What follows belongs to an exercise in optimizing a design on an open flow for small area, a short achievable clock period and few clock cycles; a production flow would make more cautious choices. Where RTL was checked, it was by simulation tests only, not by an equivalence proof against the original. Power figures rest on the tool's default switching activity, not on a simulated workload.

## run 2
## tpfc
module tpfc (
    input  wire        clk,
    input  wire        rst,
    output wire        ready,
    input  wire        reg_req,
    input  wire        reg_we,
    input  wire [5:0]  reg_addr,
    input  wire [31:0] reg_wdata,
    output reg  [31:0] reg_rdata,
    input  wire        fb_req,
    input  wire        fb_we,
    input  wire [16:0] fb_addr,
    input  wire [7:0]  fb_wdata,
    output reg  [7:0]  fb_rdata,
    input  wire        cmd_valid,
    input  wire [15:0] cmd
);
    localparam integer FB_SIZE     = 40;
    localparam integer MAX_PAYLOAD = 32;
    localparam [7:0]   TPIDX_MAX   = 8'd1;
    localparam [7:0]   SYNC1       = 8'hB5;
    localparam [7:0]   SYNC2       = 8'h62;
    localparam [3:0] E_OK     = 4'd0;
    localparam [3:0] E_RATIO  = 4'd1;
    localparam [3:0] E_INDEX  = 4'd2;
    localparam [3:0] E_TRUNC  = 4'd3;
    localparam [3:0] E_SYNC   = 4'd4;
    localparam [3:0] E_LENGTH = 4'd5;
    localparam [3:0] E_CKSUM  = 4'd6;
    localparam [3:0] E_ILLEGAL= 4'd7;
    localparam [3:0] E_RANGE  = 4'd8;
    localparam [1:0] M_RANGE = 2'd0;
    localparam [1:0] M_FRAME = 2'd1;
    localparam [1:0] M_VAL   = 2'd2;
    function [15:0] csa;
        input [7:0] a, b, c;
        begin
            csa[7:0]  = a ^ b ^ c;
  ...
For scale: roughly 4600 cells after synthesis, about 900 flip-flops, ~0.049 mm2 of cells after synthesis.
make LEC_CHECK=0 CAP_MARGIN=30 CORE_MARGIN=2 CORE_UTILIZATION=40 PLACE_DENSITY=0.6 SETUP_SLACK_MARGIN=4.5 SLEW_MARGIN=30 finish   # period 8.0 ns
run.sh (not shown) runs the stock make flow with config.mk's settings and CLKGATE_MAP_FILE= SYNTH_SCRIPT=/design/flow/synth_recipe.tcl, a recipe that flattens the netlist after the stock synthesis.
diff inputs: run 2 => run 4
-- flow/design.v --
<<< run 2, line 154
    wire go_poll   = acc_cmd && d_bldpoll && !tpidx_bad;
    wire go_hdr    = go_encode || go_tp || go_rst || go_poll;
    wire [7:0] h_cls   = d_encode ? cls : 8'h06;
    wire [7:0] h_id    = d_encode ? id : (d_bldrst ? 8'h04 : 8'h31);
    wire [7:0] h_len   = d_encode ? plen[7:0] :
                         (d_bldrst ? 8'd4 : (d_bldpoll ? 8'd1 : 8'd32));
    wire [7:0] h_lenhi = d_encode ? plen[15:8] : 8'd0;
    function [5:0] slot_byte;
        input integer sg, sj;
>>> run 4, line 154
    wire go_poll   = acc_cmd && d_bldpoll && !tpidx_bad;
    wire go_hdr    = go_encode || go_tp || go_rst || go_poll;
    wire [7:0] h_cls   = op[4] ? 8'h06 : cls;
    wire [7:0] h_id    = op[4] ? (op[0] ? 8'h04 : 8'h31) : id;
    wire [7:0] h_len   = op[4] ? (op[1] ? 8'd1 : (op[0] ? 8'd4 : 8'd32)) : plen[7:0];
    wire [7:0] h_lenhi = op[4] ? 8'd0 : plen[15:8];
    function [5:0] slot_byte;
        input integer sg, sj;
<<< run 2, line 224
    wire [7:0] rd_byte  = (fb_addr < 17'd40) ? fb[fb_addr[5:0]] : 8'd0;
    wire [7:0] yor = y[0] | y[1] | y[2] | y[3] | y[4] | y[5] | y[6] | y[7];
    wire [63:0] ra;      
    genvar k;
>>> run 4, line 223
    wire [7:0] rd_byte  = (fb_addr < 17'd40) ? fb[fb_addr[5:0]] : 8'd0;
    wire [7:0] yor = y[0] | y[1] | y[2] | y[3] | y[4] | y[5] | y[6] | y[7];
    reg  [7:0] xq;       
    always @(posedge clk)
        xq <= yor;
    wire [63:0] ra;      
    genvar k;
<<< run 2, line 426
            gmask <= rg_msk;
        end else begin
            if (s1) begin
                vg    <= vg_n;
                lastq <= last_n;
>>> run 4, line 428
            gmask <= rg_msk;
        end else begin
            if (s1 && !lastq) begin
                vg    <= vg_n;
                lastq <= last_n;
<<< run 2, line 432
                gmask <= last_n ? mask_to(ve[2:0]) : 8'hFF;
            end
            if (s2l) begin
                gsel  <= slot_of(x1_v[5:3]);
                gmask <= 8'd1 << x1_v[2:0];
            end
            if (fin) begin
                gsel  <= slot_of(x2_v[5:3]);
                gmask <= 8'd1 << x2_v[2:0];
>>> run 4, line 434
                gmask <= last_n ? mask_to(ve[2:0]) : 8'hFF;
            end
            if (s1 && lastq) begin
                gsel  <= slot_of(x1_v[5:3]);
                gmask <= 8'd1 << x1_v[2:0];
            end
            if (s2l) begin
                gsel  <= slot_of(x2_v[5:3]);
                gmask <= 8'd1 << x2_v[2:0];
<<< run 2, line 526
                        err <= E_INDEX;
                    end else begin
                        cls      <= 8'h06;
                        id       <= 8'h31;
                        plen     <= 16'd32;
                        conv_sel <= 1'b1;
                        tp1      <= 1'b1;
>>> run 4, line 528
                        err <= E_INDEX;
                    end else begin
                        conv_sel <= 1'b1;
                        tp1      <= 1'b1;
<<< run 2, line 534
                    end
                end else if (d_bldrst) begin
                    cls   <= 8'h06;
                    id    <= 8'h04;
                    plen  <= 16'd4;
                    busy <= 1'b1;
                end else if (d_bldpoll) begin
>>> run 4, line 533
                    end
                end else if (d_bldrst) begin
                    busy <= 1'b1;
                end else if (d_bldpoll) begin
<<< run 2, line 542
                        err <= E_INDEX;
                    end else begin
                        cls   <= 8'h06;
                        id    <= 8'h31;
                        plen  <= 16'd1;
                        busy <= 1'b1;
                    end
>>> run 4, line 538
                        err <= E_INDEX;
                    end else begin
                        busy <= 1'b1;
                    end
<<< run 2, line 596
            fin <= s2l;
            if (fin) begin
                ma   <= (acc_a == yor);
                case (mode)
                    M_RANGE: begin
>>> run 4, line 589
            fin <= s2l;
            if (fin) begin
                ma   <= (acc_a == xq);
                case (mode)
                    M_RANGE: begin
<<< run 2, line 611
            end
            if (fin2) begin
                fin2   <= 1'b0;
                busy   <= 1'b0;
>>> run 4, line 604
            end
            if (fin2) begin
                cls    <= fb[2];
                id     <= fb[3];
                plen   <= fb_len;
                fin2   <= 1'b0;
                busy   <= 1'b0;
<<< run 2, line 620
                val2 <= 1'b0;
                busy <= 1'b0;
                if (ma && ck_b == yor) begin
                    cls    <= fb[2];
                    id     <= fb[3];
>>> run 4, line 616
                val2 <= 1'b0;
                busy <= 1'b0;
                if (ma && ck_b == xq) begin
                    cls    <= fb[2];
                    id     <= fb[3];
Notes after the runs:
Run 4 finished end to end and its layout was clean on timing, DRC and antenna. As far as post-synthesis share of cell area spent on full adders, half adders and majority gates is concerned, run 2 and run 4 perform about the same. In the route summary, run 4 ends up with a via count below that of run 2. Re number of non-clock buffers: run 2 was higher than run 4. Compared with run 2, in run 4 proportion of layout cells with a drive suffix above 1 moved down, met2 track demand over resource moved up, final worst-path cycle share moved down. Compared to run 2, run 4 has share of total power in combinational logic 1.5 points higher. Measured against each other, run 4 and run 2 differ in inverter count of the layout excluding clock inverters, the lower figure coming from run 4. Maximum vdd drop: run 4 vs run 2 up about 4.3%. The number of sequential cells of run 4 is higher than that of run 2. Comparing run 4 and run 2, slack of the critical path is higher on run 4. Going from run 2 to run 4, sequential share of layout area grows by 0.96 points. Total power draw came out higher on run 4 than on run 2.
Testbench counts of run 4, summed over its fixed seeds: cycles 117,248.
No functional check of the RTL was part of run 2.

-- re-timing with driven ports --
The results above use ideal ports. As a check the final layouts listed here were re-extracted and re-timed, cells and wires unchanged.
Step 1: set_driving_cell puts a clkbuf_16 on clk and a buf_2 on each other input, an assumption about the parent block.
Step 2 adds t to the input delays and takes it off the output delays; t is the mean of the earliest and latest rising clock arrival at the registers after step 1. Input paths then give back, and output paths get back, about the clock's delay inside the block.
Slacks: no drivers / after step 1 / after step 2; pairs: no drivers / after step 1.
run	t (ns)	slack for setup (ns)	worst setup path at the end
run 2	0.814	3.840 / 3.840 / 3.504	input to register
run 4	0.833	4.416 / 4.480 / 3.647	input to register
After both steps every run listed still meets setup and hold. For run 4, which loses most, drivers alone change the setup slack by +0.064 ns; drivers and shift together by -0.769 ns.
